This design comes from an exercise in tuning for a short achievable clock period and few clock cycles per item on the open sky130 flow, not from production work. The clock port is modelled as an ideal driver, which makes a skipped or thinned clock tree look cheaper than it is; a real chip needs a root buffer or a tree. No activity file was given, so power comes from the tool's default toggle rates.

// gfe
module gfe (
    input  wire        clk,
    input  wire        rst,           
    input  wire        cfg_mode,      
    input  wire [3:0]  cfg_base_col,  
    input  wire        in_valid,
    output wire        in_ready,
    input  wire [7:0]  in_data,
    output wire        out_valid,
    input  wire        out_ready,
    output wire [7:0]  out_data,
    input  wire        stat_rd,
    input  wire [7:0]  stat_addr,
    output reg         stat_rvalid,
    output reg  [31:0] stat_rdata
);
Size: ~2400 cells after synthesis, about 860 flip-flops, ~69 I/O pins, ~0.033 mm² of cells after synthesis.
==> flow/config.mk <==
export PLATFORM = sky130hd
export DESIGN_NAME = gfe
export DESIGN_NICKNAME = gfe
export VERILOG_FILES = /design/flow/design.v
export SDC_FILE = /design/flow/constraint.sdc
export NUM_CORES = 4
export LEC_CHECK = 0
export CAP_MARGIN = 20
export CORE_MARGIN = 2
export CORE_UTILIZATION = 40
export PLACE_DENSITY = 0.6
export SETUP_SLACK_MARGIN = 3.5
export SLEW_MARGIN = 20
export SYNTH_HIERARCHICAL = 1
==> flow/constraint.sdc <==
create_clock -name core_clock -period 5.5 [get_ports {clk}]
set_input_delay 1.1000 -clock core_clock [delete_from_list [all_inputs] [get_ports {clk}]]
set_output_delay 1.1000 -clock core_clock [all_outputs]
set_load 0.01 [all_outputs]
standard.sh (not shown) runs the stock make flow with config.mk's settings and CLKGATE_MAP_FILE= SYNTH_SCRIPT=/design/flow/synth_recipe.tcl, a recipe that flattens the netlist after the stock synthesis.
==> flow/flow/run.sh <==
#!/bin/bash
# The standard layout (the standard.sh: ORFS from synthesis to the final
# layout), except that the clock tree is built by flow/cts_tree.tcl: four
# root buffers fed by the clock port, each driving leaf buffers that each
# drive a group of nearby flip-flops (two buffer levels on every clock path).
# The make output goes to flow_make.log here; ORFS keeps each step's log
# under orfs/logs/.
set -euo pipefail
export PRE_CTS_TCL="$PWD/flow/cts_tree.tcl"
export TREE_PER_LEAF=32
bash standard.sh > flow_make.log 2>&1
==> flow/flow/cts_tree.tcl <==
# Two-level clock tree. The clock sinks are split by placement into four
# quadrants of equal count; each quadrant gets a root buffer fed straight
# from the clock port, driving one leaf buffer per group of at most
# TREE_PER_LEAF sinks (a grid of equal-count groups within the quadrant).
# Replaces clock_tree_synthesis in ORFS's cts.tcl (sourced as PRE_CTS_TCL).

rename clock_tree_synthesis orfs_clock_tree_synthesis

# split a list of {iterm x y} into n groups of near-equal count along index idx
proc tree_split {items idx n} {
  set sorted [lsort -integer -index $idx $items]
  set len [llength $sorted]
  set out {}
  for {set g 0} {$g < $n} {incr g} {
    set a [expr {($g * $len) / $n}]
    set b [expr {(($g + 1) * $len) / $n - 1}]
    set part [lrange $sorted $a $b]
    if { [llength $part] > 0 } { lappend out $part }
  }
  return $out
}

proc tree_centroid {items} {
  set cx 0
  set cy 0
  foreach s $items {
    set cx [expr {$cx + [lindex $s 1]}]
    set cy [expr {$cy + [lindex $s 2]}]
  }
  set n [llength $items]
  return [list [expr {$cx / $n}] [expr {$cy / $n}]]
}

proc tree_buffer {block master name in_net out_net x y} {
  set buf [odb::dbInst_create $block $master $name]
  [$buf findITerm A] connect $in_net
  [$buf findITerm X] connect $out_net
  $buf setLocation $x $y
  $buf setPlacementStatus PLACED
  return $buf
}

proc clock_tree_synthesis {args} {
  set per_leaf 40
  if { [info exists ::env(TREE_PER_LEAF)] } { set per_leaf $::env(TREE_PER_LEAF) }
  set db [ord::get_db]
  set block [ord::get_db_block]
  set clk_net [$block findNet clk]
  set master [$db findMaster sky130_fd_sc_hd__clkbuf_16]
  $clk_net setSigType CLOCK

  set sinks {}
  foreach it [$clk_net getITerms] {
    set xy [$it getAvgXY]
    lappend sinks [list $it [lindex $xy 1] [lindex $xy 2]]
  }
  puts "clock tree: [llength $sinks] sinks"

  set q 0
  set l 0
  foreach half [tree_split $sinks 1 2] {
    foreach quad [tree_split $half 2 2] {
      set root_net [odb::dbNet_create $block clktree_root_net_$q]
      $root_net setSigType CLOCK
      # leaf groups: columns by x, then rows by y
      set k [expr {int(ceil(double([llength $quad]) / $per_leaf))}]
      set cols [expr {int(ceil(sqrt($k)))}]
      set leaves {}
      foreach col [tree_split $quad 1 $cols] {
        set rows [expr {int(ceil(double([llength $col]) / $per_leaf))}]
        foreach grp [tree_split $col 2 $rows] {
          set net [odb::dbNet_create $block clktree_leaf_net_$l]
          $net setSigType CLOCK
          foreach s $grp {
            set it [lindex $s 0]
            $it disconnect
            $it connect $net
          }
          set c [tree_centroid $grp]
          tree_buffer $block $master clktree_leaf_$l $root_net $net [lindex $c 0] [lindex $c 1]
          lappend leaves [list {} [lindex $c 0] [lindex $c 1]]
          incr l
        }
      }
      set c [tree_centroid $leaves]
      tree_buffer $block $master clktree_root_$q $clk_net $root_net [lindex $c 0] [lindex $c 1]
      incr q
    }
  }
  puts "clock tree: $q root buffers, $l leaf buffers"

  global_connect
  set_propagated_clock [all_clocks]
}
Then changed:
==> flow/flow/run.sh (replaced) <==
#!/bin/bash
# The standard layout (the standard.sh: ORFS from synthesis to the final
# layout), except that the clock tree is built by flow/cts_tree.tcl: four
# clkinv_16 fed by the clock port, each driving clkinv_8 that each drive a
# group of nearby flip-flops (two inverting stages on every clock path, so
# the flip-flops see the clock's own polarity).
# The make output goes to flow_make.log here; ORFS keeps each step's log
# under orfs/logs/.
set -euo pipefail
export PRE_CTS_TCL="$PWD/flow/cts_tree.tcl"
export TREE_PER_LEAF=24
export TREE_ROOT_CELL=sky130_fd_sc_hd__clkinv_16
export TREE_LEAF_CELL=sky130_fd_sc_hd__clkinv_8
bash standard.sh > flow_make.log 2>&1
--- a/flow/flow/cts_tree.tcl
+++ b/flow/flow/cts_tree.tcl
@@ -36,3 +36,5 @@
   [$buf findITerm A] connect $in_net
-  [$buf findITerm X] connect $out_net
+  set out [$buf findITerm X]
+  if { $out == "NULL" || $out == "" } { set out [$buf findITerm Y] }
+  $out connect $out_net
   $buf setLocation $x $y
@@ -48,3 +50,8 @@
   set clk_net [$block findNet clk]
-  set master [$db findMaster sky130_fd_sc_hd__clkbuf_16]
+  set leaf_cell sky130_fd_sc_hd__clkbuf_16
+  if { [info exists ::env(TREE_LEAF_CELL)] } { set leaf_cell $::env(TREE_LEAF_CELL) }
+  set root_cell sky130_fd_sc_hd__clkbuf_16
+  if { [info exists ::env(TREE_ROOT_CELL)] } { set root_cell $::env(TREE_ROOT_CELL) }
+  set master [$db findMaster $root_cell]
+  set leaf_master [$db findMaster $leaf_cell]
   $clk_net setSigType CLOCK
@@ -79,3 +86,3 @@
           set c [tree_centroid $grp]
-          tree_buffer $block $master clktree_leaf_$l $root_net $net [lindex $c 0] [lindex $c 1]
+          tree_buffer $block $leaf_master clktree_leaf_$l $root_net $net [lindex $c 0] [lindex $c 1]
           lappend leaves [list {} [lindex $c 0] [lindex $c 1]]
Settings changed: SETUP_SLACK_MARGIN 3.5 to 4.0.
What happened: Global-route usage went up by 2.2 points. Total power went down by 3.4%. Maximum frequency went up by 0.68%.
No run of this note included a check of the RTL's function; only the layout flow was run. In every run of this note, the design's own scripts or RTL, not TritonCTS, make the clock network.

-- what the ideal ports hide --
Ports are ideal in the flow. The routed layouts listed here were re-timed in OpenROAD.
Step 1: set_driving_cell puts a clkbuf_16 on clk and a buf_2 on each other input, an assumption about the parent block.
Step 2 also shifts input and output timing later by t, the mid clock arrival at the registers, as if the neighbouring blocks saw the same clock.
Three values: ideal, step 1, step 2; two values: the first two.
run	t, ns	setup WS [ns]	hold slack, ns	worst register clock-pin slew, ns
the first run	0.526	3.422 / 3.382 / 3.058	0.418 / 0.418 / 0.418	0.10 / 0.10
the second run	0.528	3.436 / 3.279 / 2.751	0.419 / 0.420 / 0.420	0.11 / 0.11
After both steps setup and hold are still met in every run listed. For the second run, which loses most, drivers alone change the setup slack by -0.157 ns; drivers and shift together by -0.685 ns.
